This is an optimization exercise on Yosys and OpenROAD, whose aim is small area, a short achievable clock period and few clock cycles, not a production implementation. The RTL was checked by simulation tests, not by an equivalence proof against the original design. Power figures rest on the tool's default switching activity, not on a simulated workload.

### design/flow/config.mk
export PLATFORM = sky130hd
export DESIGN_NAME = ca_core
export DESIGN_NICKNAME = ca_core
export VERILOG_FILES = /design/flow/design.v
export SDC_FILE = /design/flow/constraint.sdc
export NUM_CORES = 4
export LEC_CHECK = 0
export CAP_MARGIN = 20
export CORE_MARGIN = 2
export CORE_UTILIZATION = 40
export SLEW_MARGIN = 20
### design/flow/run.sh
#!/bin/bash
# synth_recipe.tcl (not shown) runs the flow's synth.tcl, then flattens the netlist and writes it again
# the make line also repeats each setting of config.mk as NAME=value (left out here)
make -C /OpenROAD-flow-scripts/flow DESIGN_CONFIG=/design/flow/config.mk WORK_HOME=/design/flow/orfs CLKGATE_MAP_FILE= SYNTH_SCRIPT=/design/flow/synth_recipe.tcl finish
### design/flow/constraint.sdc
create_clock -name core_clock -period 15.0 [get_ports {clk}]
set_input_delay 3.0000 -clock core_clock [delete_from_list [all_inputs] [get_ports {clk}]]
set_output_delay 3.0000 -clock core_clock [all_outputs]
set_load 0.01 [all_outputs]
### design/flow/design.v
module ca_divider (
    input  wire        clk,
    input  wire        rst,
    input  wire        start,
    input  wire [31:0] dividend,
    input  wire [31:0] divisor,
    output reg         busy,
    output reg         done,
    output wire [31:0] quo,
    output wire [31:0] rem
);
    reg [31:0] q;         
    reg [31:0] r;         
    reg [31:0] d;         
    reg [31:0] n;         
    reg [5:0]  count;
    reg        neg_q;
    reg        neg_r;
    wire [31:0] dividend_abs = dividend[31] ? (~dividend + 32'd1) : dividend;
    wire [31:0] divisor_abs  = divisor[31]  ? (~divisor  + 32'd1) : divisor;
    wire [32:0] r_shift = {r, n[31]};
    wire [32:0] r_sub   = r_shift - {1'b0, d};
    always @(posedge clk) begin
        if (rst) begin
            busy <= 1'b0;
            done <= 1'b0;
        end else begin
            done <= 1'b0;
            if (start) begin
                busy  <= 1'b1;
                n     <= dividend_abs;
                d     <= divisor_abs;
                r     <= 32'd0;
                q     <= 32'd0;
                count <= 6'd32;
                neg_q <= dividend[31] ^ divisor[31];
                neg_r <= dividend[31];
            end else if (busy) begin
                n <= {n[30:0], 1'b0};
                if (!r_sub[32]) begin
                    r <= r_sub[31:0];
                    q <= {q[30:0], 1'b1};
                end else begin
                    r <= r_shift[31:0];
                    q <= {q[30:0], 1'b0};
                end
                count <= count - 6'd1;
                if (count == 6'd1) begin
                    busy <= 1'b0;
                    done <= 1'b1;
                end
            end
        end
    end
    assign quo = neg_q ? (~q + 32'd1) : q;
    assign rem = neg_r ? (~r + 32'd1) : r;
endmodule
module ca_core (
    input  wire        clk,
    input  wire        rst,
    output reg         imem_en,
    output reg  [9:0]  imem_addr,
    input  wire [47:0] imem_rdata,
    output reg         dmem_en,
    output reg         dmem_we,
    output reg  [9:0]  dmem_addr,
    output reg  [31:0] dmem_wdata,
    input  wire [31:0] dmem_rdata,
    input  wire        in_valid,
    input  wire [31:0] in_tick,
    input  wire [20:0] in_char,
    output reg         in_ack,
    output reg         out_valid,
    output reg  [20:0] out_data,
    output reg         halted,
    output reg         faulted,
    output reg  [2:0]  fault_code,
    output reg  [31:0] tick,
    output reg  [31:0] icount
);
    localparam DMEM_SIZE = 1024;
    localparam [2:0] F_NONE  = 3'd0,
                     F_ARITH = 3'd1,
                     F_MEMD  = 3'd2,
                     F_MEMI  = 3'd3,
                     F_IO    = 3'd4,
                     F_ILL   = 3'd5;
    localparam [4:0] OP_ADD = 5'd0,  OP_SUB = 5'd1,  OP_DIV = 5'd2,  OP_MOD = 5'd3,
                     OP_MUL = 5'd4,  OP_CMP = 5'd5,  OP_JE  = 5'd6,  OP_JNE = 5'd7,
                     OP_JMP = 5'd8,  OP_OUT = 5'd9,  OP_IN  = 5'd10, OP_LD  = 5'd11,
                     OP_SV  = 5'd12, OP_IRET = 5'd13, OP_STI = 5'd14, OP_CLI = 5'd15,
                     OP_HALT = 5'd16;
    localparam [3:0] S_CHECK = 4'd0, S_PUSH = 4'd1, S_VEC = 4'd2, S_VECW = 4'd3,
                     S_FETCH = 4'd4, S_DECODE = 4'd5, S_EXEC = 4'd6, S_MEM = 4'd7,
                     S_DIV = 4'd8, S_DONE = 4'd9;
    reg [3:0]  state;
    reg [31:0] r1, r2, r3, r4;     
    reg [31:0] sp;
    reg [31:0] pc;
    reg        ie;                 
    reg        in_intr;            
    reg        latch_full;
    reg [20:0] latch_char;
    reg [47:0] ir;
    reg        mem_is_iret;
    wire [4:0]  op     = ir[47:43];
    wire [2:0]  f_out  = ir[42:40];
    wire [2:0]  f_arg1 = ir[39:37];
    wire        f_t    = ir[36];
    wire [3:0]  f_rsv  = ir[35:32];
    wire [31:0] f_arg2 = ir[31:0];
    wire fmt_a = (op <= OP_CMP);
    wire fmt_b = (op == OP_JE) || (op == OP_JNE) || (op == OP_SV);
    wire fmt_j = (op == OP_JMP) || (op == OP_OUT);
    wire fmt_l = (op == OP_LD);
    wire fmt_i = (op == OP_IN);
    wire has_out  = fmt_a || fmt_l || fmt_i;
    wire has_arg1 = fmt_a || fmt_b;
    wire has_arg2 = fmt_a || fmt_b || fmt_j || fmt_l;
    wire out_ok  = has_out  ? (f_out >= 3'd1 && f_out <= 3'd5) : (f_out == 3'd0);
    wire arg1_ok = has_arg1 ? (f_arg1 <= 3'd5) : (f_arg1 == 3'd0);
    wire arg2_ok = has_arg2 ? (f_t || (f_arg2[31:3] == 29'd0 && f_arg2[2:0] <= 3'd5))
                            : (!f_t && f_arg2 == 32'd0);
    wire legal   = (op <= OP_HALT) && (f_rsv == 4'd0) && out_ok && arg1_ok && arg2_ok;
    reg [31:0] a_reg, b_reg;
    always @* begin
        case (f_arg1)
        3'd1:    a_reg = r1;
        3'd2:    a_reg = r2;
        3'd3:    a_reg = r3;
        3'd4:    a_reg = r4;
        3'd5:    a_reg = sp;
        default: a_reg = 32'd0;
        endcase
        case (f_arg2[2:0])
        3'd1:    b_reg = r1;
        3'd2:    b_reg = r2;
        3'd3:    b_reg = r3;
        3'd4:    b_reg = r4;
        3'd5:    b_reg = sp;
        default: b_reg = 32'd0;
        endcase
    end
    wire [31:0] sp_val  = sp;
    wire [31:0] a_val   = a_reg;
    wire [31:0] b_val   = f_t ? f_arg2 : b_reg;
    wire [31:0] pc_next = pc + 32'd1;
    wire        b_addr_ok  = (b_val[31:10] == 22'd0);
    wire        sp_addr_ok = (sp_val[31:10] == 22'd0);
    wire [31:0] sp_dec     = sp_val - 32'd1;
    wire        push_ok    = (sp_dec[31:10] == 22'd0);
    wire [31:0] alu_add = a_val + b_val;
    wire [31:0] alu_sub = a_val - b_val;
    wire [31:0] alu_mul = a_val * b_val;
    reg         div_start;
    wire        div_busy, div_done;
    wire [31:0] div_quo, div_rem;
    ca_divider u_div (
        .clk      (clk),
        .rst      (rst),
        .start    (div_start),
        .dividend (a_val),
        .divisor  (b_val),
        .busy     (div_busy),
        .done     (div_done),
        .quo      (div_quo),
        .rem      (div_rem)
    );
    wire in_due = in_valid && (in_tick <= tick);
    wire exec_ok  = (state == S_EXEC) && legal;
    wire wb_alu   = exec_ok && (op == OP_ADD || op == OP_SUB || op == OP_CMP || op == OP_MUL);
    wire wb_in    = exec_ok && (op == OP_IN) && latch_full;
    wire wb_ld    = (state == S_MEM) && !mem_is_iret;
    wire wb_div   = (state == S_DIV) && div_done;
    wire rf_we    = wb_alu || wb_in || wb_ld || wb_div;
    reg [31:0] rf_wdata;
    always @* begin
        if (wb_ld)
            rf_wdata = dmem_rdata;
        else if (wb_div)
            rf_wdata = (op == OP_DIV) ? div_quo : div_rem;
        else if (wb_in)
            rf_wdata = {11'd0, latch_char};
        else if (op == OP_ADD)
            rf_wdata = alu_add;
        else if (op == OP_MUL)
            rf_wdata = alu_mul;
        else
            rf_wdata = alu_sub;
    end
    always @(posedge clk) begin
        if (rf_we && f_out == 3'd1) r1 <= rf_wdata;
        if (rf_we && f_out == 3'd2) r2 <= rf_wdata;
        if (rf_we && f_out == 3'd3) r3 <= rf_wdata;
        if (rf_we && f_out == 3'd4) r4 <= rf_wdata;
    end
    always @(posedge clk) begin
        if (rst)
            sp <= DMEM_SIZE - 1;
        else if (state == S_PUSH)
            sp <= sp_dec;
        else if (state == S_MEM && mem_is_iret)
            sp <= sp_val + 32'd1;
        else if (rf_we && f_out == 3'd5)
            sp <= rf_wdata;
    end
    always @* begin
        imem_en    = 1'b0;
        imem_addr  = pc[9:0];
        dmem_en    = 1'b0;
        dmem_we    = 1'b0;
        dmem_addr  = b_val[9:0];
        dmem_wdata = a_val;
        in_ack     = 1'b0;
        case (state)
        S_CHECK: in_ack = in_intr && in_due;
        S_PUSH: begin
            dmem_en    = 1'b1;
            dmem_we    = 1'b1;
            dmem_addr  = sp_dec[9:0];
            dmem_wdata = pc;
            in_ack     = 1'b1;
        end
        S_VEC: begin
            dmem_en   = 1'b1;
            dmem_addr = 10'd0;
        end
        S_FETCH: imem_en = (pc[31:10] == 22'd0);
        S_EXEC: begin
            if (legal && (op == OP_LD || op == OP_SV) && b_addr_ok) begin
                dmem_en = 1'b1;
                dmem_we = (op == OP_SV);
            end else if (legal && op == OP_IRET && sp_addr_ok) begin
                dmem_en   = 1'b1;
                dmem_addr = sp_val[9:0];
            end
        end
        default: ;
        endcase
    end
    always @(posedge clk) begin
        if (rst) begin
            state      <= S_CHECK;
            pc         <= 32'd0;
            ie         <= 1'b0;
            in_intr    <= 1'b0;
            latch_full <= 1'b0;
            halted     <= 1'b0;
            faulted    <= 1'b0;
            fault_code <= F_NONE;
            tick       <= 32'd0;
            icount     <= 32'd0;
            out_valid  <= 1'b0;
            div_start  <= 1'b0;
        end else begin
            out_valid <= 1'b0;
            div_start <= 1'b0;
            case (state)
            S_CHECK: begin
                if (in_intr && in_due) begin
                end else if (!in_intr && ie && in_due) begin
                    if (push_ok) begin
                        state <= S_PUSH;
                    end else begin
                        faulted    <= 1'b1;
                        fault_code <= F_MEMD;
                        state      <= S_DONE;
                    end
                end else begin
                    state <= S_FETCH;
                end
            end
            S_PUSH: begin
                latch_full <= 1'b1;
                latch_char <= in_char;
                state      <= S_VEC;
            end
            S_VEC: begin
                state     <= S_VECW;
            end
            S_VECW: begin
                pc      <= dmem_rdata;
                in_intr <= 1'b1;
                ie      <= 1'b0;
                tick    <= tick + 32'd4;
                state   <= S_FETCH;
            end
            S_FETCH: begin
                if (pc[31:10] != 22'd0) begin
                    faulted    <= 1'b1;
                    fault_code <= F_MEMI;
                    state      <= S_DONE;
                end else begin
                    state     <= S_DECODE;
                end
            end
            S_DECODE: begin
                ir    <= imem_rdata;
                state <= S_EXEC;
            end
            S_EXEC: begin
                if (!legal) begin
                    faulted    <= 1'b1;
                    fault_code <= F_ILL;
                    state      <= S_DONE;
                end else begin
                    case (op)
                    OP_ADD, OP_SUB, OP_CMP, OP_MUL: begin
                        pc     <= pc_next;
                        tick   <= tick + 32'd1;
                        icount <= icount + 32'd1;
                        state  <= S_CHECK;
                    end
                    OP_DIV, OP_MOD: begin
                        if (b_val == 32'd0) begin
                            faulted    <= 1'b1;
                            fault_code <= F_ARITH;
                            state      <= S_DONE;
                        end else begin
                            div_start <= 1'b1;
                            state     <= S_DIV;
                        end
                    end
                    OP_JE, OP_JNE: begin
                        if ((a_val == 32'd0) == (op == OP_JE)) begin
                            pc   <= b_val;
                            tick <= tick + 32'd2;
                        end else begin
                            pc   <= pc_next;
                            tick <= tick + 32'd1;
                        end
                        icount <= icount + 32'd1;
                        state  <= S_CHECK;
                    end
                    OP_JMP: begin
                        pc     <= b_val;
                        tick   <= tick + 32'd1;
                        icount <= icount + 32'd1;
                        state  <= S_CHECK;
                    end
                    OP_OUT: begin
                        out_valid <= 1'b1;
                        out_data  <= b_val[20:0];
                        pc        <= pc_next;
                        tick      <= tick + 32'd1;
                        icount    <= icount + 32'd1;
                        state     <= S_CHECK;
                    end
                    OP_IN: begin
                        if (!latch_full) begin
                            faulted    <= 1'b1;
                            fault_code <= F_IO;
                            state      <= S_DONE;
                        end else begin
                            latch_full  <= 1'b0;
                            pc          <= pc_next;
                            tick        <= tick + 32'd1;
                            icount      <= icount + 32'd1;
                            state       <= S_CHECK;
                        end
                    end
                    OP_LD: begin
                        if (!b_addr_ok) begin
                            faulted    <= 1'b1;
                            fault_code <= F_MEMD;
                            state      <= S_DONE;
                        end else begin
                            mem_is_iret <= 1'b0;
                            state       <= S_MEM;
                        end
                    end
                    OP_SV: begin
                        if (!b_addr_ok) begin
                            faulted    <= 1'b1;
                            fault_code <= F_MEMD;
                            state      <= S_DONE;
                        end else begin
                            pc         <= pc_next;
                            tick       <= tick + 32'd1;
                            icount     <= icount + 32'd1;
                            state      <= S_CHECK;
                        end
                    end
                    OP_IRET: begin
                        if (!sp_addr_ok) begin
                            faulted    <= 1'b1;
                            fault_code <= F_MEMD;
                            state      <= S_DONE;
                        end else begin
                            mem_is_iret <= 1'b1;
                            state       <= S_MEM;
                        end
                    end
                    OP_STI, OP_CLI: begin
                        ie     <= (op == OP_STI);
                        pc     <= pc_next;
                        tick   <= tick + 32'd1;
                        icount <= icount + 32'd1;
                        state  <= S_CHECK;
                    end
                    default: begin  
                        halted <= 1'b1;
                        pc     <= pc_next;
                        tick   <= tick + 32'd1;
                        icount <= icount + 32'd1;
                        state  <= S_DONE;
                    end
                    endcase
                end
            end
            S_MEM: begin
                if (mem_is_iret) begin
                    pc      <= dmem_rdata;
                    in_intr <= 1'b0;
                    ie      <= 1'b1;
                    tick    <= tick + 32'd2;
                end else begin
                    pc          <= pc_next;
                    tick        <= tick + 32'd1;
                end
                icount <= icount + 32'd1;
                state  <= S_CHECK;
            end
            S_DIV: begin
                if (div_done) begin
                    pc          <= pc_next;
                    tick        <= tick + 32'd1;
                    icount      <= icount + 32'd1;
                    state       <= S_CHECK;
                end
            end
            default: begin  
            end
            endcase
        end
    end
endmodule
==> key figures <==
Placed design
  • Area after DPL: roughly 0.056 mm^2
  • GPL Wtd Cong: 1.08
  • # port buffers: 282
  • Post-DP HPWL: 176000 um

Yosys
  • Total number of yosys warnings: 2
  • Post-Syn Instances: approximately 6000
  • Asr flop ratio synth: 0%
  • Synth Register Bits: between 400 and 500
  • Synthesized net count: ~6800
  • Syn Area/Cell: approximately 8.6 um^2
  • Number of synthesized flops with an enable pin: 355
  • Primary FF master, synth: edfxtp_1
  • Sequential area share after synthesis: 26.2%
  • Mapped cell area: 0.0517 mm^2
  • Unique masters post-synth: 102

Cells and area
  • Most common cell after layout, fill and taps aside: nor2_1
  • Area delta synth->final: 13.8%
  • Final Cell Area: roughly 0.059 mm^2
  • Share of layout cells above drive strength 1: 7.17%
  • Final nets: 6920
  • Layout fillers: 12400
  • Most frequent cells in the layout: nor2_1 (714), inv_1 (679), nand2_1 (516)

Floorplan
  • Die H: between 300 and 400 um
  • Std-Cell Rows: 131
  • Initial Util: between 40% and 50%
  • Io pins: 283
  • Area of the core: 0.128 mm^2
  • Die span in x: 364 um
  • Die area: 0.132 mm^2

Timing
  • Post-Route Skew: 0.0611 ns
  • Clock period minus final worst setup slack: about 12 ns
  • Rel. slew slack: 13.8%
  • Hold Violations, Final: 0
  • Slew Viols, Final: 0
  • Fin Setup TNS: 0 ns
  • Worst-Margin Slew: 1.28 ns
  • RSZ-0062 raised after global routing: no
  • F_max: 0.0866 GHz
  • Final setup fails: 0
  • Final worst-path cycle share: 76.9%

Worst setup path
  • Arrival time worst endpoint: 11.97 ns
  • Buf/Inv on CP: 10
  • Crit-path max FO: 55
  • Top cell family by delay on the critical path: adder cells
  • Startpoint types: flip-flop
  • CP Data Required Time: 15.42 ns
  • Most used cell, CP: fa_1
  • Crit path largest cell delay: 0.94 ns
  • Setup CP Type: flip-flop to flip-flop
  • Slowest cell on crit path: a32o_1
  • Endpoint class of the critical path: flip-flop

Power
  • Pwr dens: 187 mW/mm^2
  • Switch share: between 50% and 60%
  • Combinational Power Share: 68.2%
  • Clk network pwr share: 15.7%
  • Psw: 5.62 mW
  • Max VDD drop: 0.317 mV
  • LEAKAGE: 23.6 nW
  • Pint: roughly 5.4 mW
  • Sequential power share: 16.1%

Drt
  • DR vias/cell: between 6 and 7
  • DRT iter0 DRCs: 6890
  • Routed wire per std cell: around 30 um
  • Vias: between 40000 and 50000
  • DR DRC count: 0
  • TritonRoute pass-1 iters: 8
  • Final ANT Viol Nets: 0
  • Total length of routed wires: between 200000 and 250000 um

Clock network
  • Latest clock arrival within the worst-skew pair: about 0.73 ns
  • CTS buffer count: 66
  • Post_cts resized: 0
  • # hold bufs at CTS: 0
  • TritonCTS clock tree: built
  • Clk root buf: clkbuf_16
  • Post-CTS Setup Bufs: 0
  • H-tree lvl count: 3
  • Clk slew on worst S/H paths: about 0.06 ns
  • Clock sinks: 499
  • Maximum clock insertion buffer count: 3

GRT
  • Met1 Usage GRT: 45.5%
  • Grt peak-use layer: met2
  • Met2 usage: between 50% and 60%
  • Largest net degree at the start of global routing: 75
  • GRT Util Overall: 35.2%
  • GRT met3 Usage: 12.4%
  • First-pass GRT wire length: 337000 um
  • Remaining global-route overflow: 0
  • Initial antenna violation count: 15
  • Number of global-route vias before repair: 47100

Worst hold path
  • Worst Hold Class: flip-flop to flip-flop

Status
  • Status: no timing/DRC/antenna violations

Flow run
  • MaxCap Viol Count: 0
## worst reg2reg max path: cells and delay by family, from the launching register on
kind	cells	cell delay, ns
AOI/OAI and AO/OA	10	3.48
adders and majority gates	9	4.37
and+or+nand+nor	4	0.93
DFF	1	0.32
buffers and inverters	10	2.03
xor gates and xnor gates	1	0.12
## final timing paths
| path | slack, ns | start | end | cells past startpoint |
|---|---|---|---|---|
| hold / removal | 0.44 | faulted | faulted | 2 |
| hold reg to reg | 0.44 | faulted | faulted | 2 |
| setup reg to reg | 3.46 | ir[0] | r3[29] | 34 |
| setup / recovery | 3.46 | ir[0] | r3[29] | 34 |
## routing by layer
layer / vias to the layer above / wire length [um]
met2: 3313 / 97500
li1: 20900 / -
met3: 691 / 31700
met1: 24100 / 90900
met4: 14 / 15800
met5: - / 84
## registers in the layout, indices dropped and copies added (netlist names), 3 cells and up
name,cells
u_div.q,32
latch_char,21
ir,48
r3,32
pc,32
fault_code,3
u_div.r,32
u_div.d,32
icount,32
r1,32
sp,32
state,4
u_div.count,6
tick,32
out_data,21
r4,32
u_div.n,32
r2,32
## power by group through the flow
stage          logic [mW]  registers (mW)  clock network (mW)
2_1_floorplan        4.82            1.65                   0
3_3_place_gp         7.11            1.78                   0
3_5_place_dp         7.19            1.78                   0
4_1_cts              7.22            1.75                1.74
5_1_grt              8.02            1.77                1.79
6_report             7.49            1.77                1.73
## cell type report
class / count / area [um^2] / area share, %
antenna: 3 / 7.51 / 0.0128
clock buffer: 87 / 1840 / 3.13
clock inverter: 34 / 514 / 0.874
inverter: 704 / 2640 / 4.49
multi-input combinational: 4403 / 34100 / 58.0
sequential: 499 / 13500 / 23.0
tap: 1729 / 2160 / 3.68
timing repair buffer: 437 / 4000 / 6.81
## through the flow
step	hold WS, ns	instances	worst slack, ns	total power, mW	utilization (%)
after floorplan	0.462	5985	5.83	6.47	-
after global placement	0.435	7769	4.10	8.90	44.1
after detailed placement	0.439	7769	3.85	8.97	44.1
after CTS	0.446	7890	3.77	10.7	45.9
after global routing	0.468	7894	3.19	11.6	46.0
final	0.442	7896	3.46	11.0	46.0
## logic make-up (layout without fill, tap and decap cells)
group / count (synthesis) / after routing / share of synthesized area [%]
AOI/OAI and AO/OA: 1353 / 1353 / 17.4
other: 0 / 3 / 0
adders and majority gates: 673 / 673 / 22.2
and+or+nand+nor: 1869 / 1869 / 16.4
xor gates and xnor gates: 319 / 319 / 5.64
DFF: 499 / 499 / 26.2
buffers and inverters: 1083 / 1262 / 8.25
muxes: 189 / 189 / 3.85
## synth_stat cells, types with 27 or more instances
master	instances	area, um^2
nor2_1	730	2740
inv_1	679	2550
nand2_1	518	1940
fa_1	411	8230
edfxtp_1	355	10700
a21oi_1	344	1720
o21ai_0	271	1360
clkbuf_1	264	991
ha_1	262	3280
xnor2_1	218	1910
dfxtp_1	144	2880
mux2i_1	115	1150
nor3_1	115	576
nand3_1	94	470
xor2_1	92	806
nor2b_1	73	457
mux2_2	68	766
a31oi_1	67	419
a211oi_1	64	480
a21o_1	64	480
nor4_1	59	369
a22oi_1	52	390
buf_1	46	173
o22ai_1	46	288
and3_1	44	275
nand4_1	44	275
o31ai_1	41	308
a221oi_1	39	342
buf_2	39	195
or3_1	39	244
o21a_1	37	278
nand2b_1	36	225
o211ai_1	30	225
o221ai_1	28	245
or4_1	27	203
Testbench counts, summed over its fixed seeds: cycles 113,664.

==> afterwards: timing with drivers on the ports <==
Ports are ideal in the flow. The routed layout listed here was re-timed in OpenROAD.
Step 1 (the two cells are an assumption about what drives the block):
set clk [get_ports {clk}]
set_driving_cell -lib_cell sky130_fd_sc_hd__clkbuf_16 $clk
set_driving_cell -lib_cell sky130_fd_sc_hd__buf_2 [delete_from_list [all_inputs] $clk]
Step 2 times the ports against the registers' clock, not the clock port: input delays grow and output delays shrink by t, the midpoint of the rising clock arrivals with the driver on.
a / b / c = ideal ports / drivers / drivers and shift; a / b = the first two.
shift t [ns]: 0.781
setup slack, ns: 3.459 / 3.459 / 3.459
hold slack, ns: 0.442 / 0.442 / 0.442
After both steps this run still meets setup and hold. For this run, drivers alone change the setup slack by 0.000 ns; drivers and shift together by 0.000 ns.
